Source: an optimization exercise on an open RTL-to-GDS flow (aim: small area). Production flows keep margins and buffers that such runs may drop. Only simulation tests tie the RTL to the original design; equivalence was not proved. Power is estimated from default activity; no workload was simulated.

$ cat flow/config.mk
export PLATFORM = sky130hd
export DESIGN_NAME = chatsala_core
export DESIGN_NICKNAME = chatsala_core
export VERILOG_FILES = /design/flow/design.v
export SDC_FILE = /design/flow/constraint.sdc
export NUM_CORES = 4
export LEC_CHECK = 0
export CAP_MARGIN = 10
export CORE_MARGIN = 2
export CORE_UTILIZATION = 55
export GPL_TIMING_DRIVEN = 0
export PLACE_DENSITY = 0.7
export SLEW_MARGIN = 10
$ cat flow/constraint.sdc
create_clock -name core_clock -period 10.0 [get_ports {clk}]
set_input_delay 2.0000 -clock core_clock [delete_from_list [all_inputs] [get_ports {clk}]]
set_output_delay 2.0000 -clock core_clock [all_outputs]
set_load 0.01 [all_outputs]
$ cat flow/design.v
module chatsala_core (
    input  wire        clk,
    input  wire        rst,
    input  wire        char_valid,
    input  wire [7:0]  char_data,
    input  wire        line_in,
    output reg         line_out,
    output wire        char_ready,
    output wire        msg_valid,
    output wire [4:0]  msg_id,
    output wire [2:0]  msg_len,
    output wire [55:0] msg_data,
    output wire        err_oversize,
    output reg         v_fault
);
    localparam RN = 19;
    reg [3:0] tdiv;
    wire tick = &tdiv;
    always @(posedge clk) begin
        if (rst) tdiv <= 4'd0;
        else     tdiv <= tdiv + 4'd1;
    end
    reg       f_push;
    reg [3:0] f_len;
    wire q_full;
    wire pop;
    assign char_ready = !f_push && !rst;
    wire accept  = char_valid && char_ready;
    wire is_term = (char_data == 8'h0A) || (char_data == 8'h0D);
    assign err_oversize = accept && is_term && f_len[3];
    wire f_sig = f_push && (f_len == 4'd15);
    wire sig   = f_sig && !rst;
    wire push  = f_push && !f_sig && !q_full;
    always @(posedge clk) begin
        if (rst) begin
            f_push <= 1'b0;
            f_len  <= 4'd0;
        end else if (f_sig) begin
            f_push <= 1'b0;
            f_len  <= 4'd0;
        end else if (push) begin
            f_len <= f_len - 4'd1;
        end else if (accept) begin
            if (!is_term) begin
                if (!f_len[3]) f_len <= f_len + 4'd1;
            end else if (!f_len[3]) begin
                f_len  <= f_len + 4'd4;
                f_push <= 1'b1;
            end else begin
                f_len <= 4'd0;
            end
        end
    end
    reg [4:0] q_cnt;
    assign q_full = q_cnt[4];
    wire q_empty = (q_cnt == 5'd0);
    always @(posedge clk) begin
        if (rst)               q_cnt <= 5'd0;
        else if (push && !pop) q_cnt <= q_cnt + 5'd1;
        else if (pop && !push) q_cnt <= q_cnt - 5'd1;
    end
    reg [7:0] ring [0:RN-1];
    localparam [4:0] RS = 5'd2;
    function [4:0] nxt(input [4:0] p);
        nxt = {p[3:0], p[4] ^ ~(p[2] | (p[1] & p[0]))};
    endfunction
    function [4:0] rslot(input integer i);
        integer k;
        begin
            rslot = RS;
            for (k = 0; k < i; k = k + 1) rslot = nxt(rslot);
        end
    endfunction
    reg [4:0] hslot;     
    reg [4:0] rd;        
    wire [4:0] csum  = hslot + 5'd1 + {2'b00, f_len[2:0]};
    wire [4:0] cslot = (csum >= RN) ? csum - RN : csum;
    wire wr_char = accept && !is_term && !f_len[3] && (f_len[2:0] != 3'd7);
    wire wr_head = accept && is_term && !f_len[3];
    wire [4:0] waddr = is_term ? hslot : cslot;
    wire [7:0] wdata = {char_data[7:3], is_term ? f_len[2:0] : char_data[2:0]};
    always @(posedge clk) begin
        if (wr_char || wr_head) ring[waddr] <= wdata;
    end
    always @(posedge clk) begin
        if (rst)          hslot <= 5'd0;
        else if (wr_head) hslot <= cslot;
    end
    reg [3:0] tstate;
    reg [4:0] tx_cnt;    
    reg [6:0] tx_sh;     
    reg [7:0] rdata;
    integer ri;
    always @(*) begin
        rdata = 8'd0;
        for (ri = 0; ri < RN; ri = ri + 1)
            rdata = rdata | (ring[ri] & {8{rd == rslot(ri)}});
    end
    wire       body     = tstate[3];
    wire       body_end = (tstate[2:0] == 3'd0);
    reg  [7:0] oct;
    always @(*) begin
        if (body)
            oct = body_end ? 8'h43 : rdata;
        else
            case (tstate[1:0])
                2'd0:    oct = 8'h55;
                2'd1:    oct = 8'h41;
                2'd2:    oct = 8'h42;
                default: oct = {5'b11010, rdata[2:0]};
            endcase
    end
    assign pop = tick && !q_empty && (tx_cnt == 5'd0);
    wire rd_adv = pop && (body ? !body_end : (tstate[1:0] == 2'd3));
    always @(posedge clk) begin
        if (rst) begin
            tstate <= 4'd0;
            rd     <= RS;
        end else if (pop) begin
            if (rd_adv) rd <= nxt(rd);
            if (body) begin
                if (body_end) tstate <= 4'd0;
                else          tstate[2:0] <= tstate[2:0] - 3'd1;
            end else if (tstate[1:0] == 2'd3) begin
                tstate <= {1'b1, rdata[2:0]};
            end else begin
                tstate[1:0] <= tstate[1:0] + 2'd1;
            end
        end
    end
    always @(posedge clk) begin
        if (rst) begin
            tx_cnt   <= 5'd0;
            line_out <= 1'b0;
        end else if (tick) begin
            if (pop) begin
                tx_sh    <= oct[6:0];
                line_out <= oct[7];
                tx_cnt   <= 5'd31;
            end else if (tx_cnt != 5'd0) begin
                tx_cnt <= tx_cnt - 5'd1;
                if (tx_cnt[1:0] == 2'd0) begin
                    line_out <= tx_sh[6];
                    tx_sh    <= {tx_sh[5:0], 1'b0};
                end
            end
        end
    end
    reg       idle;          
    reg [1:0] rx_idx;
    reg       rx_s1;
    reg       rx_s2;
    wire sample  = tick && !idle;
    wire publish = sample && (rx_idx == 2'd3) && (rx_s1 == rx_s2);
    wire d       = rx_s1;
    always @(posedge clk) begin
        if (sig && idle) begin
            rx_idx <= 2'd0;
        end else if (sample) begin
            if (rx_idx == 2'd1) rx_s1 <= line_in;
            if (rx_idx == 2'd2) rx_s2 <= line_in;
            rx_idx <= rx_idx + 2'd1;
        end
    end
    reg [6:0] count;
    reg       stx_done;      
    reg [7:0] seg [0:7];     
    wire [3:0] o = count[6:3];
    wire [2:0] b = count[2:0];
    wire [2:0] n = ~seg[0][2:0];
    wire react  = publish && !v_fault;
    wire in_end = (o == {1'b0, n} + 4'd3);
    wire ref_bit = (b == 3'd1) ? 1'b1 :
                   (b == 3'd7) ? (o == 4'd0) :
                   (b == 3'd6) ? (o != 4'd0) : 1'b0;
    wire match  = (d == ref_bit);
    wire fault  = react && (o == 4'd1) && stx_done;
    wire complete = react && in_end && (b == 3'd7);
    assign msg_valid = complete && !rst;
    always @(posedge clk) begin
        if (rst) begin
            count    <= 7'd0;
            stx_done <= 1'b0;
            idle     <= 1'b1;
            v_fault  <= 1'b0;
        end else begin
            if (sig) idle <= 1'b0;
            if (react) begin
                if (fault) begin
                    v_fault <= 1'b1;
                end else if (complete) begin
                    count    <= 7'd0;
                    stx_done <= 1'b0;
                    idle     <= 1'b1;
                end else if (o < 4'd2 || in_end) begin
                    if (match) count <= count + 7'd1;
                    else       count <= 7'd0;
                    if (o == 4'd1 && b == 3'd7 && match) stx_done <= 1'b1;
                end else begin
                    count <= count + 7'd1;
                end
            end
        end
    end
    genvar j;
    generate
        for (j = 0; j < 8; j = j + 1) begin : g_seg
            always @(posedge clk) begin
                if (react && o == j + 2) seg[j] <= {seg[j][6:0], ~d};
            end
        end
        for (j = 0; j < 7; j = j + 1) begin : g_out
            assign msg_data[55 - 8*j -: 8] = ~seg[j + 1] & {8{msg_valid && n > j}};
        end
    endgenerate
    assign msg_id  = ~seg[0][7:3] & {5{msg_valid}};
    assign msg_len = n & {3{msg_valid}};
endmodule
$ cat flow/flow/run.sh
#!/bin/bash
# Own layout flow: the standard flow (standard.sh) with these changes:
#  - synthesis maps the logic with an area-oriented ABC script (flow/abc_area.script)
#    instead of ORFS's speed script; everything else in the synthesis is the standard flow's
#    own synth_recipe.tcl, so the registers are the standard synthesis's;
#  - adders are left to ABC (no extract_fa / half-adder cells);
#  - the port buffers that placement inserts on every input and output are
#    sky130_fd_sc_hd__buf_1 cells;
#  - clock tree synthesis clusters at most 30 sinks within 120 um and adds no
#    dummy loads.
set -euo pipefail
W=$(pwd)

cat > "$W/flow_synth.tcl" <<EOT
proc abc {args} {
  set i [lsearch -exact \$args -script]
  if {\$i >= 0} { lset args [expr {\$i + 1}] {$W/flow/abc_area.script} }
  yosys abc {*}\$args
}
set ::env(ADDER_MAP_FILE) ""
source {$W/synth_recipe.tcl}
EOT

sed "s#SYNTH_SCRIPT=[^ ']*synth_recipe\.tcl#SYNTH_SCRIPT=$W/flow_synth.tcl#" standard.sh > flow_standard.sh
grep -q "SYNTH_SCRIPT=$W/flow_synth.tcl" flow_standard.sh

export BUFFER_PORTS_ARGS="-buffer_cell sky130_fd_sc_hd__buf_1"
export CTS_ARGS="-sink_clustering_enable -repair_clock_nets -dont_use_dummy_load -sink_clustering_size 30 -sink_clustering_max_diameter 120"
bash flow_standard.sh > flow_make.log 2>&1
$ cat flow/flow/abc_area.script
strash
&get -n
&deepsyn -T 60
&put
dch -f
amap
$ cat flow/standard.sh
#!/bin/bash
# synth_recipe.tcl (not shown) runs the flow's synth.tcl, then flattens the netlist and writes it again
# the make line also repeats each setting of config.mk as NAME=value (left out here)
make -C /OpenROAD-flow-scripts/flow DESIGN_CONFIG=/design/flow/config.mk WORK_HOME=/design/flow/orfs CLKGATE_MAP_FILE= SYNTH_SCRIPT=/design/flow/synth_recipe.tcl "${@:-finish}"
==> reports/qor.txt, run 1 <==
Post-Route Setup TNS -> 0 ns
Main combinational cell family by area after synthesis -> simple AND/OR/NAND/NOR gates
Vias in the first global route -> 6282
Synth Area in Simple Gates -> 12.8%
Post-Syn Area per Cell -> 13.1 sq um
Post-synthesis mux area share -> 0%
I/O pin total -> 81
Htree depth -> 1
Post-synthesis xor/xnor area fraction -> 0%
CTS resizes -> 0
Die H -> 142 um
Library cells used by synthesis -> 39
CP startpoint kind -> register
Final Worst Setup Slack -> 3.53 ns
CTS Buf Count -> 13
Max-slew headroom -> 8.32%
Routed len/inst -> 20.7 um
DIE AREA -> 20100 sq um
Routed WL -> 23500 um
Cell taking the most area after synthesis -> edfxtp_1
Worst EP arrival -> 4.47 ns
I/O Buffers -> 80
Yosys top cell area share -> 64.7%
Seq cells post-synth -> 271
Compound-gate portion of the synthesized area -> 11.6%
Clock sink total -> 271
Initial Util -> 56.0%
Critical Path RT -> 8.00 ns
Synthesized Nets -> 810
Post-synthesis adder-cell area fraction -> 0%
Top post-synthesis cells by area -> edfxtp_1, dfxtp_1, nor2_1, a222oi_1, clkinv_1
LEAKAGE -> 3.56 nW
Placement row count -> 50
Reg clk slew, reported paths -> 0.11 ns
Post-synth ARST share -> 0%
Die W -> 142 um
Drt drc -> 0
Setup Skew -> 0.0726 ns
Switch share -> 19.3%
Max-slew violations -> 0
Run status -> no timing/DRC/antenna violations
Pre-Repair DR Iteration Count -> 5
Detailed-route vias per instance -> 6.17
Hpwl dp -> 16000 um
GRT Total Usage -> 23.6%
Synth-to-layout area growth -> 10.2%
Crit Path Class -> register to output pin
Gr ovfl total -> 0
VDD IR max -> 0.000135 V
Placement Cell Area -> 11100 sq um
Seq/Total Area, Yosys -> 73.5%
P_int -> 1.47 mW
Worst skew pair latency -> 0.49 ns
Final cycle utilization of the critical path -> 64.7%
CTS tree -> built
Net Sw Power -> 0.351 mW
N_diodes -> 0
Max Freq -> 0.155 GHz
Post-layout min period -> 6.47 ns
Least-Margin Pin Slew -> 1.36 ns
Clock share of power -> 30.2%
Hold Vio Cnt, Final -> 0
Pre-CTS setup slack -> 2.90 ns
Yosys warns -> 2
Design area -> 11500 sq um
Routability cong. -> 0.900
Fill cells -> 1427
Part of the power in combinational logic -> 2.3%
Crit Path Max Fanout -> 11
# Max-Cap Violations -> 0
Final nets -> 912
RSZ-0062 raised after global routing -> no
PwrDens -> 158 nW/um^2
Core area -> 18600 sq um
Flop pwr share -> 67.5%
Worst setup EP type -> output pin
Setup violators final -> 0
Post-CTS Setup Inserts -> 0
Initial antenna violation count -> 0
Share of cells above drive strength 1 -> 4.34%
First-pass GRT wire length -> 35900 um
Top_reg_cell synth -> edfxtp_1
Clk buf depth -> 3
1st-iter DRT viols -> 845
Largest net degree at the start of global routing -> 31
Hold_buf cts -> 0
Post-synth EDFFs -> 225
DRT antenna net count -> 0
Final Util -> 61.7%
Vias -> 6983
Mapped cell area -> 10400 sq um
Worst min path class -> register to register
Clk root buf -> clkbuf_16
Gate Count Post-Synth -> 798
[worst max-delay path, stage by stage, from the launching register on]
cell and delay, ns:
dfxtp_1 0.38, and3_1 0.23, nand2_1 0.13, nor2_1 0.15, nand2_1 0.12, nor4_1 0.82, nand4_1 0.33, nor2_1 0.22
nand2_1 0.29, nor2_1 0.45, o21ai_0 0.43, nor2_1 0.26, buf_1 0.18
[placed cells by master (no fill, tap or decap), drive strengths merged, types with 12 or more instances in the layout]
cell type	instances
a222oi	22
nor3	42
nor2	170
clkbuf	14
a21oi	19
a22oi	24
edfxtp	225
o22ai	15
a211oi	12
clkinv	58
buf	86
o21ai	22
nand2	41
dfxtp	46
[kinds of logic after synthesis]
group / Yosys count
AO/OA/AOI/OAI: 163
buffers and inverters: 58
AND/OR/NAND/NOR: 306
flip-flops: 271
[final timing paths]
kind,from,end,slack [ns],cells after the start
setup reg to reg,f_len[1]$_SDFFE_PP0P_,ring[4][1]$_DFFE_PP_,5.55,19
hold reg to reg,tdiv[3]$_SDFF_PP0_,tdiv[3]$_SDFF_PP0_,0.46,1
hold / removal,tdiv[3]$_SDFF_PP0_,tdiv[3]$_SDFF_PP0_,0.46,1
setup / recovery,tdiv[0]$_SDFF_PP0_,msg_data[17],3.53,12
[sequential cells by signal, indices dropped and copies added, names as in the netlist, 5 cells and up]
register	cells
ring	152
count	7
seg	64
tx_cnt	5
hslot	5
tx_sh	7
rd	5
q_cnt	5
[routing by layer]
layer	vias to the layer above	GRT usage, %	routed length [um]
met5	-	0	0
met4	0	5.58	536
met3	32	3.98	2300
met2	368	38.3	10700
met1	3323	33.9	9950
li1	3260	-	-
[power by group through the flow]
stage | clock network (mW) | logic [mW] | registers, mW
finish | 0.550 | 0.0422 | 1.23
global route | 0.592 | 0.0467 | 1.23
CTS | 0.557 | 0.0415 | 1.23
detailed placement | 0 | 0.0413 | 1.25
global placement | 0 | 0.0403 | 1.25
floorplan | 0 | 0.0225 | 1.25
[metrics by stage]
stage | power, mW | hold slack (ns) | cells
after CTS | 1.83 | 0.456 | 1131
after global placement | 1.29 | 0.431 | 1112
after floorplan | 1.27 | 0.418 | 798
after detailed placement | 1.29 | 0.434 | 1118
after global routing | 1.87 | 0.470 | 1132
final | 1.82 | 0.458 | 1132
[cell usage after synthesis, types with 2 or more instances]
cell	count
and3_1	4
a31oi_1	4
o21a_1	6
a22oi_1	24
a21oi_1	19
nand3_1	8
o32a_1	2
dfxtp_1	46
a222oi_1	22
a2111oi_0	4
o22ai_1	15
edfxtp_1	225
a221o_1	7
or3_1	3
o21ai_0	22
a211oi_1	12
a22o_1	11
o32ai_1	3
a221oi_1	3
and2_0	2
nor3_1	42
nand2_1	41
o41ai_1	2
nand4_1	10
o31ai_1	2
clkinv_1	58
nor2b_1	3
nor4_1	8
or2_0	11
nor2_1	170
[area by class of cell]
| type | count | area, sq um | area share [%] |
|---|---|---|---|
| sequential | 271 | 7680 | 66.7 |
| multi-input combinational | 469 | 2640 | 23.0 |
| clock buffer | 13 | 325 | 2.83 |
| tap | 234 | 293 | 2.54 |
| inverter | 58 | 218 | 1.89 |
| timing repair buffer | 87 | 349 | 3.03 |
==> run 2, diff against run 1 <==
--- a/flow/flow/run.sh
+++ b/flow/flow/run.sh
@@ -6,8 +6,8 @@
 #  - adders are left to ABC (no extract_fa / half-adder cells);
 #  - the port buffers that placement inserts on every input and output are
 #    sky130_fd_sc_hd__buf_1 cells;
-#  - clock tree synthesis clusters at most 30 sinks within 120 um and adds no
-#    dummy loads.
+#  - clock tree synthesis clusters at most 16 sinks within 80 um behind each
+#    sky130_fd_sc_hd__clkbuf_8 and adds no dummy loads.
 set -euo pipefail
 W=$(pwd)
 
@@ -25,5 +25,5 @@
 grep -q "SYNTH_SCRIPT=$W/flow_synth.tcl" flow_standard.sh
 
 export BUFFER_PORTS_ARGS="-buffer_cell sky130_fd_sc_hd__buf_1"
-export CTS_ARGS="-sink_clustering_enable -repair_clock_nets -dont_use_dummy_load -sink_clustering_size 30 -sink_clustering_max_diameter 120"
+export CTS_ARGS="-sink_clustering_enable -repair_clock_nets -dont_use_dummy_load -sink_clustering_size 16 -sink_clustering_max_diameter 80 -buf_list sky130_fd_sc_hd__clkbuf_8"
 bash flow_standard.sh > flow_make.log 2>&1
==> run 2 against run 1 <==
Effect of this change: still clean on timing, DRC and antenna; synthesized cell count did not move; register-to-register slack barely moved; global-route usage rose by 0.32 points; routed wire length rose by 1.6%; critical path type unchanged.
==> reports/qor.txt, run 2 <==
Run status -> no timing/DRC/antenna violations (unchanged)
Post-synth EDFFs -> 225 (unchanged)
Fill cells -> 1452 (was 1427)
Crit Path Class -> register to output pin (unchanged)
Setup Skew -> 0.0617 ns (was 0.0726 ns)
Met1 usage -> 33.5% (was 33.9%)
Max FFs per register -> 152 (unchanged)
I/O pin total -> 81 (unchanged)
GR Util met3 -> 4.08% (was 3.98%)
Post-Syn Area per Cell -> 13.1 sq um (unchanged)
Final cycle utilization of the critical path -> 65.5% (was 64.7%)
Post-CTS Setup Inserts -> 0 (unchanged)
Hold_ws -> 0.456 ns (was 0.458 ns)
Worst EP arrival -> 4.55 ns (was 4.47 ns)
Reg clk slew, reported paths -> 0.10 ns (was 0.11 ns)
Main combinational cell family by area after synthesis -> simple AND/OR/NAND/NOR gates (unchanged)
Post-layout min period -> 6.55 ns (was 6.47 ns)
Most Crowded Layer GR -> met2 (unchanged)
Clk root buf -> clkbuf_8 (was clkbuf_16)
Kind of cell adding the most delay to the critical path -> simple AND/OR/NAND/NOR gates (unchanged)
Top post-synthesis cells by area -> edfxtp_1, dfxtp_1, nor2_1, a222oi_1, clkinv_1 (unchanged)
Number of buffer and inverter stages on the critical path -> 1 (unchanged)
Detailed-route vias per instance -> 6.13 (was 6.17)
Placement row count -> 50 (unchanged)
Clk buf depth -> 3 (unchanged)
N_diodes -> 0 (unchanged)
Worst setup EP type -> output pin (unchanged)
Largest registers -> ring x152, seg x64 (unchanged)
Setup violators final -> 0 (unchanged)
Multi-input gate area -> 2640 sq um (about the same)
1st-iter DRT viols -> 758 (was 845)
I/O Buffers -> 80 (unchanged)
Initial Util -> 56.0% (unchanged)
Critical Path RT -> 8.00 ns (about the same)
Top_reg_cell synth -> edfxtp_1 (unchanged)
Hpwl dp -> 16000 um (unchanged)
P_int -> 1.41 mW (was 1.47 mW)
Design area -> 11500 sq um (about the same)
Vias in the first global route -> 6367 (was 6282)
Compound-gate portion of the synthesized area -> 11.6% (unchanged)
GRT Total Usage -> 23.9% (was 23.6%)
Pre-Repair DR Iteration Count -> 8 (was 5)
Most common cell after layout, fill and taps aside -> edfxtp_1 (unchanged)
Max Freq -> 0.153 GHz (was 0.155 GHz)
Placed Cells -> 1118 (unchanged)
Pre-CTS setup slack -> 2.90 ns (unchanged)
Routability cong. -> 0.900 (unchanged)
Post-synthesis adder-cell area fraction -> 0% (unchanged)
Routed len/inst -> 20.9 um (was 20.7 um)
Max-slew violations -> 0 (unchanged)
Vias -> 6985 (was 6983)
DRT antenna net count -> 0 (unchanged)
Synth-to-layout area growth -> 9.66% (was 10.2%)
Library cells used by synthesis -> 39 (unchanged)
CP max stage delay -> 0.82 ns (about the same)
Mapped cell area -> 10400 sq um (unchanged)
Most frequent cells in the layout -> edfxtp_1, nor2_1, buf_1, clkinv_1, dfxtp_1 (unchanged)
Most used cell, CP -> nor2_1 (unchanged)
Final Util -> 61.4% (was 61.7%)
Flop pwr share -> 69.1% (was 67.5%)
PwrDens -> 155 nW/um^2 (was 158 nW/um^2)
CTS tree -> built (unchanged)
Worst skew pair latency -> 0.56 ns (was 0.49 ns)
Post-Route Setup TNS -> 0 ns (unchanged)
Crit Path Max Fanout -> 11 (unchanged)
Final Worst Setup Slack -> 3.45 ns (was 3.53 ns)
LEAKAGE -> 3.54 nW (was 3.56 nW)
# Max-Cap Violations -> 0 (unchanged)
Drt drc -> 0 (unchanged)
Yosys warns -> 2 (unchanged)
DIE AREA -> 20100 sq um (unchanged)
Reg area -> 7680 sq um (unchanged)
Yosys top cell area share -> 64.7% (unchanged)
Synthesized Nets -> 810 (unchanged)
CTS Buf Count -> 20 (was 13)
CP max stage cell -> nor4_1 (unchanged)
Max-slew headroom -> 12.8% (was 8.32%)
Post-synthesis mux area share -> 0% (unchanged)
Hold_buf cts -> 0 (unchanged)
Final std cells w/o fill -> 1139 (was 1132)
Critical path cell sequence -> and3_1, nand2_1, nor2_1, nand2_1, nor4_1, nand4_1, nor2_1, nand2_1, nor2_1, o21ai_0, nor2_1, buf_1 (unchanged)
Most common cell in the netlist -> edfxtp_1 (unchanged)
CTS resizes -> 0 (unchanged)
RSZ-0062 raised after global routing -> no (unchanged)
Met2 GRT Util -> 39.4% (was 38.3%)
Post-synth ARST share -> 0% (unchanged)
First-pass GRT wire length -> 36400 um (was 35900 um)
Seq cells post-synth -> 271 (unchanged)
CP startpoint kind -> register (unchanged)
Routed WL -> 23900 um (was 23500 um)
Tot Pwr -> 1.78 mW (was 1.82 mW)
Share of cells above drive strength 1 -> 4.97% (was 4.34%)
Largest net degree at the start of global routing -> 30 (was 31)
Gate Count Post-Synth -> 798 (unchanged)
Die W -> 142 um (unchanged)
Synth Area in Simple Gates -> 12.8% (unchanged)
VDD IR max -> 0.000136 V (was 0.000135 V)
Part of the power in combinational logic -> 2.4% (was 2.3%)
Hold Vio Cnt, Final -> 0 (unchanged)
Seq/Total Area, Yosys -> 73.5% (unchanged)
Htree depth -> 1 (unchanged)
Clock share of power -> 28.5% (was 30.2%)
Placement Cell Area -> 11100 sq um (unchanged)
Commonest cells post-synth -> edfxtp_1, nor2_1, clkinv_1, dfxtp_1, nor3_1 (unchanged)
Clock sink total -> 271 (unchanged)
Final nets -> 919 (was 912)
Core area -> 18600 sq um (unchanged)
Least-Margin Pin Slew -> 1.30 ns (was 1.36 ns)
Switch share -> 20.4% (was 19.3%)
Cell taking the most area after synthesis -> edfxtp_1 (unchanged)
Gr ovfl total -> 0 (unchanged)
Post-synthesis xor/xnor area fraction -> 0% (unchanged)
Worst min path class -> register to register (unchanged)
Largest reg by FF count -> ring (unchanged)
Die H -> 142 um (unchanged)
Initial antenna violation count -> 0 (unchanged)
Net Sw Power -> 0.362 mW (was 0.351 mW)
## run 2: power groups by stage
stage | Sequential [mW] | Combinational (mW) | Clock (mW)
after detailed placement | 1.25 | 0.0413 | 0
final | 1.23 | 0.0422 | 0.506
after CTS | 1.23 | 0.0415 | 0.512
after global placement | 1.25 | 0.0403 | 0
after floorplan | 1.25 | 0.0225 | 0
after global routing | 1.23 | 0.0468 | 0.547
## run 2: cells by family (layout without fill, tap and decap cells)
kind of cell | count (synthesis) | count (layout)
AND/OR/NAND/NOR | 306 | 306
flip-flops | 271 | 271
AO/OA/AOI/OAI | 163 | 163
buffers and inverters | 58 | 165
## run 2: final timing paths
check,startpoint,to,slack (ns),depth (start not counted)
setup / recovery,tdiv[0]$_SDFF_PP0_,msg_data[17],3.45,12
hold / removal,tdiv[3]$_SDFF_PP0_,tdiv[3]$_SDFF_PP0_,0.46,1
setup reg to reg,f_len[1]$_SDFFE_PP0P_,ring[9][5]$_DFFE_PP_,5.54,19
hold reg to reg,tdiv[3]$_SDFF_PP0_,tdiv[3]$_SDFF_PP0_,0.46,1
## run 2: layer usage
layer	wire, um	up-vias
met4	529	0
met1	10000	3324
met3	2320	38
li1	-	3263
met2	11000	360
met5	0	-
## run 2: cell type report
cell class                      instances  area share, %
Timing Repair Buffer                   87           3.05
Tap cell                              234           2.56
Sequential cell                       271           67.0
Inverter                               58           1.90
Clock buffer                           20           2.40
Multi-Input combinational cell        469           23.0
## run 2: worst register-to-register path: cells and delay by family, from the launching register on
kind	cells	cell delay, ns
buffers and inverters	4	0.60
and+or+nand+nor	7	1.61
AOI/OAI and AO/OA	8	1.35
DFF	1	0.47
==> run 3, diff against run 2 <==
==> flow/flow/abc_area.script (replaced) <==
strash
&get -n
&deepsyn -T 60
&put
dch -f
amap
strash
dch -f
amap
strash
dc2
dch -f
amap
==> run 3 against run 2 <==
Effect of this change: critical path depth stayed put; fmax is 1.2% lower; global-route usage is 0.50 points lower; core utilization is 0.33 points lower; critical endpoint is now msg_data[1].
==> reports/qor.txt, run 3 <==
Clk root buf -> clkbuf_8 (unchanged)
Hold Vio Cnt, Final -> 0 (unchanged)
Pre-Repair DR Iteration Count -> 9 (was 8)
FF-to-FF path depth -> 19 (unchanged)
Library cells used by synthesis -> 39 (unchanged)
Yosys top cell area share -> 64.8% (was 64.7%)
CTS resizes -> 0 (unchanged)
1st-iter DRT viols -> 855 (was 758)
Most frequent cells in the layout -> edfxtp_1, nor2_1, buf_1, clkinv_1, dfxtp_1 (unchanged)
Number of buffer and inverter stages on the critical path -> 2 (was 1)
Cell taking the most area after synthesis -> edfxtp_1 (unchanged)
Core area -> 18600 sq um (unchanged)
Most common cell after layout, fill and taps aside -> edfxtp_1 (unchanged)
Post-Route Setup TNS -> 0 ns (unchanged)
Gate Count Post-Synth -> 799 (was 798)
Yosys warns -> 2 (unchanged)
Post-synth EDFFs -> 225 (unchanged)
Max FFs per register -> 152 (unchanged)
CP startpoint kind -> register (unchanged)
Max-slew violations -> 0 (unchanged)
Least-Margin Pin Slew -> 1.23 ns (was 1.30 ns)
Seq cells post-synth -> 271 (unchanged)
CP max stage cell -> a2111oi_1 (was nor4_1)
Hold_buf cts -> 0 (unchanged)
Kind of cell adding the most delay to the critical path -> simple AND/OR/NAND/NOR gates (unchanged)
Largest registers -> ring x152, seg x64 (unchanged)
Post-Syn Area per Cell -> 13.0 sq um (was 13.1 sq um)
Mapped cell area -> 10400 sq um (about the same)
LEAKAGE -> 3.50 nW (was 3.54 nW)
Synthesized Nets -> 811 (was 810)
Worst Hold Depth -> 0 (was 1)
RSZ-0062 raised after global routing -> no (unchanged)
Share of cells above drive strength 1 -> 4.10% (was 4.97%)
Worst skew pair latency -> 0.54 ns (was 0.56 ns)
Placement Cell Area -> 11100 sq um (about the same)
Routed WL -> 23500 um (was 23900 um)
Hold_ws -> 0.455 ns (was 0.456 ns)
Crit Path Class -> register to output pin (unchanged)
I/O Buffers -> 80 (unchanged)
Die H -> 142 um (about the same)
Fill cells -> 1487 (was 1452)
Clk buf depth -> 3 (unchanged)
Setup violators final -> 0 (unchanged)
Top post-synthesis cells by area -> edfxtp_1, dfxtp_1, nor2_1, a222oi_1, clkinv_1 (unchanged)
GRT Total Usage -> 23.4% (was 23.9%)
VDD IR max -> 0.000122 V (was 0.000136 V)
Run status -> no timing/DRC/antenna violations (unchanged)
Vias in the first global route -> 6446 (was 6367)
Max-slew headroom -> 17.9% (was 12.8%)
Routability cong. -> 0.901 (was 0.900)
Setup Skew -> 0.0510 ns (was 0.0617 ns)
Most common cell in the netlist -> edfxtp_1 (unchanged)
Largest reg by FF count -> ring (unchanged)
Htree depth -> 1 (unchanged)
Worst min path class -> register to register (unchanged)
Tot Pwr -> 1.76 mW (was 1.78 mW)
CTS tree -> built (unchanged)
Seq/Total Area, Yosys -> 73.7% (was 73.5%)
Crit Path Max Fanout -> 10 (was 11)
Clock sink total -> 271 (unchanged)
Initial Util -> 55.9% (was 56.0%)
Design area -> 11400 sq um (was 11500 sq um)
N_diodes -> 0 (unchanged)
CP max stage delay -> 0.56 ns (was 0.82 ns)
Top_reg_cell synth -> edfxtp_1 (unchanged)
Post-CTS Setup Inserts -> 0 (unchanged)
Detailed-route vias per instance -> 6.10 (was 6.13)
Gr ovfl total -> 0 (unchanged)
Drt drc -> 0 (unchanged)
Critical path depth in cells -> 12 (unchanged)
Placement row count -> 50 (unchanged)
Final cycle utilization of the critical path -> 66.3% (was 65.5%)
DRT antenna net count -> 0 (unchanged)
PwrDens -> 155 nW/um^2 (about the same)
Worst EP arrival -> 4.63 ns (was 4.55 ns)
Synth-to-layout area growth -> 9.31% (was 9.66%)
Reg clk slew, reported paths -> 0.10 ns (about the same)
Vias -> 6931 (was 6985)
Final std cells w/o fill -> 1136 (was 1139)
# Max-Cap Violations -> 0 (unchanged)
Initial antenna violation count -> 0 (unchanged)
Post-synth ARST share -> 0% (unchanged)
Critical path cell sequence -> and3_1, nand2_1, nor2_1, nand2_1, a2111oi_1, nand4_1, nor3_1, clkinv_1, or3_1, or2_0, nor2_1, buf_1 (was and3_1, nand2_1, nor2_1, nand2_1, nor4_1, nand4_1, nor2_1, nand2_1, nor2_1, o21ai_0, nor2_1, buf_1)
Critical Path RT -> 8.00 ns (about the same)
Final nets -> 916 (was 919)
DIE AREA -> 20100 sq um (about the same)
Routed len/inst -> 20.7 um (was 20.9 um)
CTS Buf Count -> 20 (unchanged)
Commonest cells post-synth -> edfxtp_1, nor2_1, clkinv_1, dfxtp_1, nand2_1 (was edfxtp_1, nor2_1, clkinv_1, dfxtp_1, nor3_1)
Post-layout min period -> 6.63 ns (was 6.55 ns)
Max Freq -> 0.151 GHz (was 0.153 GHz)
Placed Cells -> 1115 (was 1118)
I/O pin total -> 81 (unchanged)
Largest net degree at the start of global routing -> 29 (was 30)
First-pass GRT wire length -> 35900 um (was 36400 um)
Hpwl dp -> 16100 um (was 16000 um)
Worst setup EP type -> output pin (unchanged)
Die W -> 142 um (about the same)
run 3: cell types whose count changed in the layout (fill, tap and decap cells not counted), moves of 3 or more:
cell	previous run	this run
a211oi_1	12	9
a21oi_1	18	22
a221o_1	7	1
a221oi_1	3	8
a222oi_1	22	28
a22oi_1	24	16
buf_4	5	0
nand3_1	8	15
nor2_1	170	176
nor3_1	32	25
nor4_1	5	2
o21a_1	6	3
run 3: cell type report:
| cell class | instances | area, sq um | share of cell area [%] |
|---|---|---|---|
| inverters | 57 | 214 | 1.88 |
| multi-input cells | 471 | 2610 | 22.9 |
| flip-flops and latches | 271 | 7680 | 67.4 |
| well taps | 234 | 293 | 2.57 |
| clock buffers | 20 | 275 | 2.42 |
| repair buffers | 83 | 324 | 2.85 |
run 3: where the power goes:
| group | internal, mW | switching, mW |
|---|---|---|
| sequential | 1.22 | 0.00336 |
| clock | 0.181 | 0.317 |
| combinational | 0.00865 | 0.0289 |
| total | 1.41 | 0.349 |
run 3: per-stage QoR:
stage                     setup WS (ns)  util [%]
after floorplan                    3.58         -
after global placement             1.68      59.1
after detailed placement           3.34      59.4
after CTS                          3.34      60.9
after global routing               2.93      61.1
final                              3.37      61.1
run 3: logic make-up (layout without fill, tap and decap cells):
kind of cell,after synthesis,in the layout,synth area share [%]
buf+inv,57,160,2.05
simple gates,310,310,12.8
compound gates,161,161,11.4
flops,271,271,73.7
run 3: path summary, 6_finish.rpt:
kind / slack [ns] / to / startpoint
worst min register to register: 0.45 / seg[0][5]$_DFFE_PP_ / seg[0][4]$_DFFE_PP_
worst min-delay path: 0.45 / seg[0][5]$_DFFE_PP_ / seg[0][4]$_DFFE_PP_
worst max-delay path: 3.37 / msg_data[1] / tdiv[0]$_SDFF_PP0_
worst max register to register: 5.22 / ring[13][7]$_DFFE_PP_ / f_len[1]$_SDFFE_PP0P_
run 3: routing by layer:
metal | global-route usage [%] | wire (um) | share of wire [%]
met5 | 0 | 0 | 0
met4 | 6.58 | 563 | 2.4
met3 | 3.41 | 1980 | 8.4
met1 | 32.7 | 9780 | 42
met2 | 39.0 | 11200 | 48
==> run 4, diff against run 3 <==
--- a/flow/flow/run.sh
+++ b/flow/flow/run.sh
@@ -6,7 +6,7 @@
 #  - adders are left to ABC (no extract_fa / half-adder cells);
 #  - the port buffers that placement inserts on every input and output are
 #    sky130_fd_sc_hd__buf_1 cells;
-#  - clock tree synthesis clusters at most 16 sinks within 80 um behind each
+#  - clock tree synthesis clusters at most 18 sinks within 80 um behind each
 #    sky130_fd_sc_hd__clkbuf_8 and adds no dummy loads.
 set -euo pipefail
 W=$(pwd)
@@ -25,5 +25,5 @@
 grep -q "SYNTH_SCRIPT=$W/flow_synth.tcl" flow_standard.sh
 
 export BUFFER_PORTS_ARGS="-buffer_cell sky130_fd_sc_hd__buf_1"
-export CTS_ARGS="-sink_clustering_enable -repair_clock_nets -dont_use_dummy_load -sink_clustering_size 16 -sink_clustering_max_diameter 80 -buf_list sky130_fd_sc_hd__clkbuf_8"
+export CTS_ARGS="-sink_clustering_enable -repair_clock_nets -dont_use_dummy_load -sink_clustering_size 18 -sink_clustering_max_diameter 80 -buf_list sky130_fd_sc_hd__clkbuf_8"
 bash flow_standard.sh > flow_make.log 2>&1
==> run 4 against run 3 <==
Effect of this change: still clean on timing, DRC and antenna; combinational power hardly changed; synthesized cell count unchanged; clock power down 0.8%; clock-buffer cell count decreased by 1; core utilization shrank 0.094 points; first-iteration DRC count is 13% lower; sequential power about the same; cell area decreased by 0.15%; critical path depth stayed put; via count increased by 0.52%; die area unchanged; setup slack better by 0.011 ns; largest power group unchanged.
==> reports/qor.txt, run 4 <==
Run status -> no timing/DRC/antenna violations (unchanged)
Post-synth ARST share -> 0% (unchanged)
CP startpoint kind -> register (unchanged)
Switch share -> 20.1% (was 19.8%)
VDD IR max -> 0.000125 V (was 0.000122 V)
Post-synthesis adder-cell area fraction -> 0% (unchanged)
Hold_buf cts -> 0 (unchanged)
Reg clk slew, reported paths -> 0.11 ns (was 0.10 ns)
Crit path launch -> tdiv[0]$_SDFF_PP0_ (unchanged)
CP max stage delay -> 0.56 ns (about the same)
R2R Setup Slk -> 5.21 ns (was 5.22 ns)
Final nets -> 915 (was 916)
RSZ-0062 raised after global routing -> no (unchanged)
Part of the power in combinational logic -> 2.1% (about the same)
Post-synth EDFFs -> 225 (unchanged)
Seq cells post-synth -> 271 (unchanged)
Net Sw Power -> 0.354 mW (was 0.349 mW)
GRT Total Usage -> 23.4% (about the same)
Synthesized Nets -> 811 (unchanged)
Max-slew headroom -> 17.1% (was 17.9%)
Detailed-route vias per instance -> 6.14 (was 6.10)
Routability cong. -> 0.901 (unchanged)
CP max stage cell -> a2111oi_1 (unchanged)
Critical path depth in cells -> 12 (unchanged)
Post-CTS Setup Inserts -> 0 (unchanged)
Number of buffer and inverter stages on the critical path -> 2 (unchanged)
DRT antenna net count -> 0 (unchanged)
PwrDens -> 154 nW/um^2 (was 155 nW/um^2)
Routed len/inst -> 20.7 um (about the same)
CTS resizes -> 0 (unchanged)
Core area -> 18600 sq um (unchanged)
Vias -> 6967 (was 6931)
Share of cells above drive strength 1 -> 4.00% (was 4.10%)
FF-to-FF path depth -> 19 (unchanged)
Post-synthesis xor/xnor area fraction -> 0% (unchanged)
Routed WL -> 23500 um (about the same)
Clock share of power -> 28.1% (was 28.3%)
LEAKAGE -> 3.49 nW (was 3.50 nW)
Post-Syn Area per Cell -> 13.0 sq um (unchanged)
CP Capture Point -> msg_data[1] (unchanged)
Max-slew violations -> 0 (unchanged)
Largest registers -> ring x152, seg x64 (unchanged)
Post-synthesis mux area share -> 0% (unchanged)
Top_reg_cell synth -> edfxtp_1 (unchanged)
I/O Buffers -> 80 (unchanged)
Metal-1 WL -> 9570 um (was 9780 um)
FF-to-FF Start -> f_len[1]$_SDFFE_PP0P_ (unchanged)
Clock sink total -> 271 (unchanged)
Setup Skew -> 0.0719 ns (was 0.0510 ns)
Vias in the first global route -> 6404 (was 6446)
WL met2 -> 11100 um (was 11200 um)
Synth Area in Simple Gates -> 12.8% (unchanged)
Kind of cell adding the most delay to the critical path -> simple AND/OR/NAND/NOR gates (unchanged)
Worst skew pair latency -> 0.56 ns (was 0.54 ns)
Clk root buf -> clkbuf_8 (unchanged)
Critical path cell sequence -> and3_1, nand2_1, nor2_1, nand2_1, a2111oi_1, nand4_1, nor3_1, clkinv_1, or3_1, or2_0, nor2_1, buf_1 (unchanged)
Worst reg2reg path endpoint -> ring[13][4]$_DFFE_PP_ (was ring[13][7]$_DFFE_PP_)
CTS Buf Count -> 19 (was 20)
Compound-gate portion of the synthesized area -> 11.4% (unchanged)
Die W -> 142 um (unchanged)
# Max-Cap Violations -> 0 (unchanged)
Post-Route Setup TNS -> 0 ns (unchanged)
Post-layout min period -> 6.61 ns (was 6.63 ns)
Htree depth -> 1 (unchanged)
Gr ovfl total -> 0 (unchanged)
Worst EP arrival -> 4.61 ns (was 4.63 ns)
Initial antenna violation count -> 0 (unchanged)
Final cycle utilization of the critical path -> 66.1% (was 66.3%)
Max Used Layer -> met4 (unchanged)
I/O pin total -> 81 (unchanged)
First-pass GRT wire length -> 35700 um (was 35900 um)
Pre-Repair DR Iteration Count -> 6 (was 9)
Top post-synthesis cells by area -> edfxtp_1, dfxtp_1, nor2_1, a222oi_1, clkinv_1 (unchanged)
Hold Vio Cnt, Final -> 0 (unchanged)
P_int -> 1.40 mW (was 1.41 mW)
Initial Util -> 55.9% (unchanged)
CTS tree -> built (unchanged)
Commonest cells post-synth -> edfxtp_1, nor2_1, clkinv_1, dfxtp_1, nand2_1 (unchanged)
Max FFs per register -> 152 (unchanged)
Largest reg by FF count -> ring (unchanged)
Flop pwr share -> 69.8% (was 69.6%)
Crit Path Max Fanout -> 10 (unchanged)
1st-iter DRT viols -> 742 (was 855)
Hpwl dp -> 16100 um (unchanged)
Clk buf depth -> 3 (unchanged)
Seq/Total Area, Yosys -> 73.7% (unchanged)
DIE AREA -> 20100 sq um (unchanged)
Gate Count Post-Synth -> 799 (unchanged)
Least-Margin Pin Slew -> 1.24 ns (was 1.23 ns)
Synth-to-layout area growth -> 9.14% (was 9.31%)
Worst setup EP type -> output pin (unchanged)
Worst min path class -> register to register (unchanged)
Main combinational cell family by area after synthesis -> simple AND/OR/NAND/NOR gates (unchanged)
Die H -> 142 um (unchanged)
Setup violators final -> 0 (unchanged)
Most frequent cells in the layout -> edfxtp_1, nor2_1, buf_1, clkinv_1, dfxtp_1 (unchanged)
Critical Path RT -> 8.00 ns (about the same)
Placement row count -> 50 (unchanged)
Yosys top cell area share -> 64.8% (unchanged)
Crit Path Class -> register to output pin (unchanged)
Library cells used by synthesis -> 39 (unchanged)
Most common cell in the netlist -> edfxtp_1 (unchanged)
N_diodes -> 0 (unchanged)
Drt drc -> 0 (unchanged)
Most common cell after layout, fill and taps aside -> edfxtp_1 (unchanged)
Cell taking the most area after synthesis -> edfxtp_1 (unchanged)
Fill cells -> 1491 (was 1487)
Mapped cell area -> 10400 sq um (unchanged)
Largest net degree at the start of global routing -> 29 (unchanged)
Met3 wire length -> 2210 um (was 1980 um)
Max Freq -> 0.151 GHz (about the same)
Yosys warns -> 2 (unchanged)
Final Util -> 61.0% (was 61.1%)
==> run 4: through the flow <==
stage / power, mW / instances / hold WS, ns / cell area (sq um) / setup WS, ns
6_report: 1.76 / 1135 / 0.458 / 11400 / 3.39
5_1_grt: 1.80 / 1135 / 0.467 / 11400 / 2.92
4_1_cts: 1.77 / 1134 / 0.460 / 11300 / 3.34
2_1_floorplan: 1.27 / 799 / 0.418 / 10400 / 3.58
3_5_place_dp: 1.29 / 1115 / 0.432 / 11100 / 3.34
3_3_place_gp: 1.29 / 1113 / 0.432 / 11000 / 1.68
==> run 4: power by group through the flow <==
stage | Combinational [mW] | Clock, mW | Sequential, mW
4_1_cts | 0.0366 | 0.503 | 1.23
3_5_place_dp | 0.0365 | 0 | 1.25
2_1_floorplan | 0.0194 | 0 | 1.25
6_report | 0.0374 | 0.493 | 1.23
5_1_grt | 0.0418 | 0.535 | 1.23
3_3_place_gp | 0.0353 | 0 | 1.25
==> run 4: kinds of logic (layout without fill, tap and decap cells) <==
kind of cell / Yosys count / after routing
flip-flops: 271 / 271
AO/OA/AOI/OAI: 161 / 161
buffers and inverters: 57 / 159
AND/OR/NAND/NOR: 310 / 310
==> run 4: worst min path at each step <==
stage | cells past startpoint | slack [ns] | startpoint | end
floorplan | 1 | 0.42 | tdiv[0]$_SDFF_PP0_ | tdiv[0]$_SDFF_PP0_
global placement | 0 | 0.43 | seg[5][2]$_DFFE_PP_ | seg[5][3]$_DFFE_PP_
detailed placement | 0 | 0.43 | seg[0][3]$_DFFE_PP_ | seg[0][4]$_DFFE_PP_
CTS | 0 | 0.46 | seg[1][0]$_DFFE_PP_ | seg[1][1]$_DFFE_PP_
global route | 0 | 0.47 | seg[1][0]$_DFFE_PP_ | seg[1][1]$_DFFE_PP_
finish | 0 | 0.46 | seg[1][0]$_DFFE_PP_ | seg[1][1]$_DFFE_PP_
==> run 4: worst register-to-register path, stage by stage, from the launching register on <==
cell and delay, ns:
dfxtp_1 0.48, clkinv_1 0.18, a22oi_1 0.25, nand2_1 0.09, o21ai_0 0.11, nand2_1 0.09
o21ai_0 0.15, nor2_1 0.11, a21o_1 0.17, or2_0 0.21, o21ai_0 0.23, clkinv_1 0.19
o22ai_1 0.21, o21ai_0 0.13, nor2_1 0.13, nor2_1 0.05, a21oi_1 0.19, clkinv_1 0.10
or2_0 0.31, nor2_1 0.98
==> run 4: per-layer routing <==
metal  vias up  global-route usage, %
li1       3243                      -
met1      3322                   32.4
met2       357                   38.7
met3        45                   3.48
met4         0                   7.42
met5         -                      0
==> run 4: cell type report <==
class	instances	area (sq um)	share of cell area, %
well taps	234	293	2.57
inverters	57	214	1.88
clock buffers	19	262	2.30
flip-flops and latches	271	7680	67.5
multi-input cells	471	2610	22.9
repair buffers	83	320	2.82
==> run 5, diff against run 4 <==
==> flow/flow/abc_area.script (replaced) <==
strash
&get -n
&deepsyn -T 240
&put
dch -f
amap
strash
dch -f
amap
strash
dc2
dch -f
amap
==> run 5 against run 4 <==
Effect of this change: first-iteration DRC count increased by 28%; die area barely moved; register-to-register slack worse by 0.30 ns; synthesized cell count rose by 1.0%; sequential cell count unchanged; final cell count grew 0.88%; synthesized area shrank 0.11%; sequential share of layout area is the same; cell area unchanged; critical path type is now primary input to output pin; critical endpoint is now msg_data[54]; highest routed layer unchanged.
==> reports/qor.txt, run 5 <==
1st-iter DRT viols -> 953 (was 742)
Post-Syn Area per Cell -> 12.9 sq um (was 13.0 sq um)
Gr ovfl total -> 0 (unchanged)
Max Freq -> 0.140 GHz (was 0.151 GHz)
Final nets -> 925 (was 915)
Final Util -> 61.0% (unchanged)
Die W -> 142 um (about the same)
Largest net degree at the start of global routing -> 24 (was 29)
Initial antenna violation count -> 0 (unchanged)
CTS resizes -> 0 (unchanged)
Routed WL -> 23300 um (was 23500 um)
Most common cell in the netlist -> edfxtp_1 (unchanged)
Seq/Total Area, Yosys -> 73.8% (was 73.7%)
Post-CTS Setup Inserts -> 0 (unchanged)
CTS Buf Count -> 19 (unchanged)
Drt drc -> 0 (unchanged)
First-pass GRT wire length -> 35200 um (was 35700 um)
Most frequent cells in the layout -> edfxtp_1, nor2_1, buf_1, nand2_1, clkinv_1 (was edfxtp_1, nor2_1, buf_1, clkinv_1, dfxtp_1)
Fill cells -> 1458 (was 1491)
Max FFs per register -> 152 (unchanged)
Hold_buf cts -> 0 (unchanged)
Gate Count Post-Synth -> 807 (was 799)
Top post-synthesis cells by area -> edfxtp_1, dfxtp_1, nor2_1, a222oi_1, nand2_1 (was edfxtp_1, dfxtp_1, nor2_1, a222oi_1, clkinv_1)
Max-slew headroom -> 17.9% (was 17.1%)
VDD IR max -> 0.000113 V (was 0.000125 V)
Synth-to-layout area growth -> 9.26% (was 9.14%)
Placement row count -> 50 (unchanged)
RSZ-0062 raised after global routing -> no (unchanged)
Routability cong. -> 0.899 (was 0.901)
Clk buf depth -> 3 (unchanged)
Most common cell after layout, fill and taps aside -> edfxtp_1 (unchanged)
Synthesized Nets -> 819 (was 811)
Final std cells w/o fill -> 1145 (was 1135)
Run status -> no timing/DRC/antenna violations (unchanged)
Post-layout min period -> 7.15 ns (was 6.61 ns)
Setup Skew -> 0.0857 ns (was 0.0719 ns)
Post-synth ARST share -> 0% (unchanged)
Least-Margin Pin Slew -> 1.20 ns (was 1.24 ns)
LEAKAGE -> 3.54 nW (was 3.49 nW)
Top_reg_cell synth -> edfxtp_1 (unchanged)
Mapped cell area -> 10400 sq um (about the same)
Largest registers -> ring x152, seg x64 (unchanged)
Commonest cells post-synth -> edfxtp_1, nor2_1, nand2_1, clkinv_1, dfxtp_1 (was edfxtp_1, nor2_1, clkinv_1, dfxtp_1, nand2_1)
Crit Path Max Fanout -> 23 (was 10)
Worst setup EP type -> output pin (unchanged)
Seq cells post-synth -> 271 (unchanged)
Crit Path Class -> primary input to output pin (was register to output pin)
Vias -> 6954 (was 6967)
I/O pin total -> 81 (unchanged)
Htree depth -> 1 (unchanged)
Final cycle utilization of the critical path -> 71.5% (was 66.1%)
N_diodes -> 0 (unchanged)
Post-Route Setup TNS -> 0 ns (unchanged)
CTS tree -> built (unchanged)
Cell taking the most area after synthesis -> edfxtp_1 (unchanged)
Detailed-route vias per instance -> 6.07 (was 6.14)
Share of cells above drive strength 1 -> 4.28% (was 4.00%)
Yosys top cell area share -> 64.9% (was 64.8%)
GRT Total Usage -> 23.1% (was 23.4%)
I/O Buffers -> 80 (unchanged)
Largest reg by FF count -> ring (unchanged)
Post-synth EDFFs -> 225 (unchanged)
Worst min path class -> register to register (unchanged)
Critical Path RT -> 8.00 ns (about the same)
Pre-CTS setup slack -> 2.76 ns (was 3.34 ns)
Worst skew pair latency -> 0.55 ns (was 0.56 ns)
DIE AREA -> 20000 sq um (was 20100 sq um)
Placed Cells -> 1126 (was 1115)
Vias in the first global route -> 6278 (was 6404)
Reg clk slew, reported paths -> 0.10 ns (was 0.11 ns)
Routed len/inst -> 20.3 um (was 20.7 um)
PwrDens -> 154 nW/um^2 (about the same)
Final Worst Setup Slack -> 2.85 ns (was 3.39 ns)
Yosys warns -> 2 (unchanged)
Initial Util -> 55.8% (was 55.9%)
DRT antenna net count -> 0 (unchanged)
Hpwl dp -> 15700 um (was 16100 um)
Die H -> 142 um (about the same)
Library cells used by synthesis -> 39 (unchanged)
Clk root buf -> clkbuf_8 (unchanged)
CP startpoint kind -> primary input (was register)
Max-slew violations -> 0 (unchanged)
Core area -> 18600 sq um (unchanged)
Hold Vio Cnt, Final -> 0 (unchanged)
# Max-Cap Violations -> 0 (unchanged)
Pre-Repair DR Iteration Count -> 6 (unchanged)
Clock sink total -> 271 (unchanged)
Worst EP arrival -> 5.15 ns (was 4.61 ns)
Setup violators final -> 0 (unchanged)
## run 5: changes by cell type after synthesis, sizes merged, moves of 3 or more
cell and delta:
nand2 +16, a22o -5, a22oi +4, or2 -4, or3 +4, nor4 +3, or4 +3
## run 5: metrics by stage
step                power, mW  instance area, sq um  hold slack [ns]
floorplan                1.27                 10400            0.418
global placement         1.29                 11000            0.433
detailed placement       1.29                 11100            0.436
CTS                      1.77                 11400            0.439
global route             1.81                 11400            0.467
finish                   1.75                 11400            0.431
## run 5: metal layers
metal,vias to the layer above,track usage [%],part of all wire (%)
li1,3278,-,-
met1,3256,32.8,42
met2,373,37.3,46
met3,47,3.51,8.7
met4,0,7.68,2.9
met5,-,0,0
## run 5: critical path, stage by stage
cell and delay [ns]:
buf_1 0.78, clkinv_1 0.67, nand3_1 0.53, nor2_1 0.25, nor3_1 0.65, nor2_1 0.09, buf_1 0.15
## run 5: path summary, 6_finish.rpt
check	startpoint	end	slack, ns	cells past startpoint
worst max-delay path	rst	msg_data[54]	2.85	7
worst min-delay path	seg[1][5]$_DFFE_PP_	seg[1][6]$_DFFE_PP_	0.43	0
worst min register to register	seg[1][5]$_DFFE_PP_	seg[1][6]$_DFFE_PP_	0.43	0
worst max register to register	f_len[1]$_SDFFE_PP0P_	ring[17][1]$_DFFE_PP_	4.91	20
## run 5: report_power, final
| part | leakage, nW | total, mW | switching [mW] | internal (mW) |
|---|---|---|---|---|
| sequential | 2.40 | 1.23 | 0.00307 | 1.22 |
| clock | 0.137 | 0.491 | 0.319 | 0.172 |
| combinational | 1.00 | 0.0374 | 0.0293 | 0.00810 |
| total | 3.54 | 1.75 | 0.352 | 1.40 |
## run 5: layout make-up
class	instances	area [sq um]	area share, %
Sequential cell	271	7680	67.5
Multi-Input combinational cell	480	2600	22.9
Timing Repair Buffer	85	330	2.90
Tap cell	234	293	2.57
Clock buffer	19	262	2.30
Inverter	56	210	1.85
## run 5: kinds of logic after synthesis
| logic type | Yosys count | share of synthesized area, % |
|---|---|---|
| and+or+nand+nor | 329 | 13.7 |
| DFF | 271 | 73.8 |
| AOI/OAI and AO/OA | 151 | 10.6 |
| buffers and inverters | 56 | 2.02 |
==> run 6, diff against run 5 <==
--- a/flow/config.mk
+++ b/flow/config.mk
@@ -5,9 +5,9 @@
 export SDC_FILE = /design/flow/constraint.sdc
 export NUM_CORES = 4
 export LEC_CHECK = 0
-export CAP_MARGIN = 10
+export CAP_MARGIN = 5
 export CORE_MARGIN = 2
 export CORE_UTILIZATION = 55
 export GPL_TIMING_DRIVEN = 0
 export PLACE_DENSITY = 0.7
-export SLEW_MARGIN = 10
+export SLEW_MARGIN = 5
==> run 6 against run 5 <==
Effect of this change: largest cell class unchanged; highest routed layer unchanged; global-route usage is 0.22 points higher; core utilization about the same; die area did not move; largest power group unchanged; cell area barely moved; non-clock buffer count increased by 1; first-iteration DRC count is 13% lower; synthesized area unchanged; sequential share of layout area hardly changed; sequential power about the same; fmax shrank 0.40%.
==> reports/qor.txt, run 6 <==
Run status -> no timing/DRC/antenna violations (unchanged)
LEAKAGE -> 3.54 nW (about the same)
Hold Vio Cnt, Final -> 0 (unchanged)
Commonest cells post-synth -> edfxtp_1, nor2_1, nand2_1, clkinv_1, dfxtp_1 (unchanged)
CP max stage delay -> 0.78 ns (about the same)
Post-Syn Area per Cell -> 12.9 sq um (unchanged)
# Max-Cap Violations -> 0 (unchanged)
Largest reg by FF count -> ring (unchanged)
Setup violators final -> 0 (unchanged)
FF-to-FF path depth -> 20 (unchanged)
R2R Setup Slk -> 4.96 ns (was 4.91 ns)
Post-CTS Setup Inserts -> 0 (unchanged)
Gate Count Post-Synth -> 807 (unchanged)
Most common cell after layout, fill and taps aside -> edfxtp_1 (unchanged)
Flop pwr share -> 69.8% (was 69.9%)
Die H -> 142 um (unchanged)
N_diodes -> 0 (unchanged)
RSZ-0062 raised after global routing -> no (unchanged)
Htree depth -> 1 (unchanged)
Crit path launch -> rst (unchanged)
Worst min path class -> register to register (unchanged)
Part of the power in combinational logic -> 2.2% (was 2.1%)
I/O pin total -> 81 (unchanged)
Worst EP arrival -> 5.18 ns (was 5.15 ns)
P_int -> 1.40 mW (about the same)
Top post-synthesis cells by area -> edfxtp_1, dfxtp_1, nor2_1, a222oi_1, nand2_1 (unchanged)
Clock sink total -> 271 (unchanged)
Most frequent cells in the layout -> edfxtp_1, nor2_1, buf_1, nand2_1, clkinv_1 (unchanged)
Detailed-route vias per instance -> 5.99 (was 6.07)
Post-Route Setup TNS -> 0 ns (unchanged)
Largest registers -> ring x152, seg x64 (unchanged)
FF-to-FF Start -> f_len[1]$_SDFFE_PP0P_ (unchanged)
Post-synth EDFFs -> 225 (unchanged)
CP Capture Point -> msg_data[53] (was msg_data[54])
Cell taking the most area after synthesis -> edfxtp_1 (unchanged)
Final Util -> 61.0% (about the same)
Crit Path Max Fanout -> 23 (unchanged)
Crit Path Class -> primary input to output pin (unchanged)
Largest net degree at the start of global routing -> 24 (unchanged)
Initial Util -> 55.8% (unchanged)
Vias -> 6861 (was 6954)
Critical Path RT -> 8.00 ns (about the same)
Library cells used by synthesis -> 39 (unchanged)
CTS resizes -> 0 (unchanged)
Post-layout min period -> 7.18 ns (was 7.15 ns)
Critical path cell sequence -> buf_1, clkinv_1, nand3_1, nor2_1, nor3_1, nor2_1, buf_1 (unchanged)
Max Freq -> 0.139 GHz (was 0.140 GHz)
Top_reg_cell synth -> edfxtp_1 (unchanged)
CTS tree -> built (unchanged)
Vias in the first global route -> 6372 (was 6278)
Reg clk slew, reported paths -> 0.10 ns (about the same)
Seq/Total Area, Yosys -> 73.8% (unchanged)
Worst reg2reg path endpoint -> ring[17][3]$_DFFE_PP_ (was ring[17][1]$_DFFE_PP_)
Die W -> 142 um (unchanged)
I/O Buffers -> 80 (unchanged)
CP startpoint kind -> primary input (unchanged)
Placement row count -> 50 (unchanged)
Routed WL -> 23300 um (about the same)
Switch share -> 20.1% (was 20.0%)
Fill cells -> 1500 (was 1458)
Max FFs per register -> 152 (unchanged)
Setup Skew -> 0.0687 ns (was 0.0857 ns)
Routed len/inst -> 20.4 um (was 20.3 um)
Synth-to-layout area growth -> 9.18% (was 9.26%)
VDD IR max -> 0.000118 V (was 0.000113 V)
Initial antenna violation count -> 0 (unchanged)
Seq cells post-synth -> 271 (unchanged)
First-pass GRT wire length -> 35600 um (was 35200 um)
Net Sw Power -> 0.353 mW (was 0.352 mW)
Clock share of power -> 28.0% (about the same)
Gr ovfl total -> 0 (unchanged)
CP max stage cell -> buf_1 (unchanged)
PwrDens -> 154 nW/um^2 (about the same)
1st-iter DRT viols -> 827 (was 953)
CTS Buf Count -> 19 (unchanged)
Share of cells above drive strength 1 -> 3.95% (was 4.28%)
Mapped cell area -> 10400 sq um (unchanged)
GRT Total Usage -> 23.3% (was 23.1%)
Worst skew pair latency -> 0.54 ns (was 0.55 ns)
Least-Margin Pin Slew -> 1.40 ns (was 1.20 ns)
Max-slew headroom -> 5.92% (was 17.9%)
Core area -> 18600 sq um (unchanged)
Tot Pwr -> 1.75 mW (about the same)
Routability cong. -> 0.899 (unchanged)
Pre-Repair DR Iteration Count -> 6 (unchanged)
DIE AREA -> 20000 sq um (unchanged)
Clk root buf -> clkbuf_8 (unchanged)
Clk buf depth -> 3 (unchanged)
Final cycle utilization of the critical path -> 71.8% (was 71.5%)
Final nets -> 926 (was 925)
Yosys warns -> 2 (unchanged)
Hold_buf cts -> 0 (unchanged)
Synthesized Nets -> 819 (unchanged)
Yosys top cell area share -> 64.9% (unchanged)
DRT antenna net count -> 0 (unchanged)
Post-synth ARST share -> 0% (unchanged)
Max-slew violations -> 0 (unchanged)
Most common cell in the netlist -> edfxtp_1 (unchanged)
Hpwl dp -> 15800 um (was 15700 um)
Worst setup EP type -> output pin (unchanged)
Drt drc -> 0 (unchanged)
run 6: stage by stage:
step	hold slack (ns)	setup WS, ns	cells	cell area [sq um]
3_5_place_dp	0.434	2.73	1126	11100
3_3_place_gp	0.433	1.30	1121	11000
5_1_grt	0.472	2.30	1146	11400
6_report	0.455	2.82	1146	11400
2_1_floorplan	0.418	2.96	807	10400
4_1_cts	0.459	2.75	1145	11300
run 6: worst max-delay path, delay by kind of cell:
family | cells | cell delay, ns
AND/OR/NAND/NOR | 4 | 1.53
buffers and inverters | 3 | 1.63
run 6: final cells by class:
type                            count  area (sq um)  area share, %
Sequential cell                   271          7680           67.6
Timing Repair Buffer               86           343           3.02
Clock buffer                       19           262           2.30
Tap cell                          234           293           2.58
Inverter                           56           210           1.85
Multi-Input combinational cell    480          2580           22.7
run 6: worst min-delay path by stage:
stage,cells past startpoint,from,endpoint
after floorplan,1,tdiv[0]$_SDFF_PP0_,tdiv[0]$_SDFF_PP0_
after global placement,1,tdiv[0]$_SDFF_PP0_,tdiv[0]$_SDFF_PP0_
after detailed placement,0,seg[5][6]$_DFFE_PP_,seg[5][7]$_DFFE_PP_
after CTS,1,tdiv[0]$_SDFF_PP0_,tdiv[0]$_SDFF_PP0_
after global routing,0,seg[0][3]$_DFFE_PP_,seg[0][4]$_DFFE_PP_
final,0,seg[7][3]$_DFFE_PP_,seg[7][4]$_DFFE_PP_
run 6: layer usage:
metal | global-route usage [%] | share of wire, % | vias to the layer above
met5 | 0 | 0 | -
met4 | 7.68 | 2.9 | 0
met3 | 3.81 | 7.3 | 47
met2 | 37.8 | 47 | 309
met1 | 32.8 | 43 | 3225
li1 | - | - | 3280
run 6: cell families after synthesis:
kind of cell / Yosys count / share of synthesized area, %
compound gates: 151 / 10.6
flops: 271 / 73.8
simple gates: 329 / 13.7
buf+inv: 56 / 2.02
run 6: power groups by stage:
| stage | registers, mW | logic, mW | clock network, mW |
|---|---|---|---|
| after global routing | 1.23 | 0.0422 | 0.540 |
| after global placement | 1.25 | 0.0360 | 0 |
| after CTS | 1.23 | 0.0376 | 0.499 |
| after detailed placement | 1.25 | 0.0375 | 0 |
| final | 1.23 | 0.0378 | 0.492 |
| after floorplan | 1.25 | 0.0198 | 0 |

==> what the ideal ports hide <==
In the flow no input, the clock included, has a driving cell. The finished layouts below were timed again as built, in two steps. Step 1, drivers: a clkbuf_16 drives clk and a buf_2 each remaining input, both assumed. Step 2 moves the port delays by t, midway between the first and last clock arrival at a register: inputs arrive t later, outputs are due t later. That takes back most of the time a late clock gives input paths. a / b / c = ideal / step 1 / step 2; a / b = the first two.
run	shift t [ns]	setup slack, ns	clock arrival spread, ns
run 1	0.505	3.530 / 3.484 / 3.561	0.073 / 0.073
run 2	0.574	3.454 / 3.410 / 3.523	0.064 / 0.064
run 3	0.559	3.375 / 3.334 / 3.479	0.053 / 0.053
run 4	0.568	3.386 / 3.345 / 3.546	0.073 / 0.074
run 5	0.553	2.849 / 2.820 / 2.820	0.086 / 0.086
run 6	0.541	2.821 / 2.792 / 2.792	0.069 / 0.068
After both steps setup and hold are still met in every run listed.
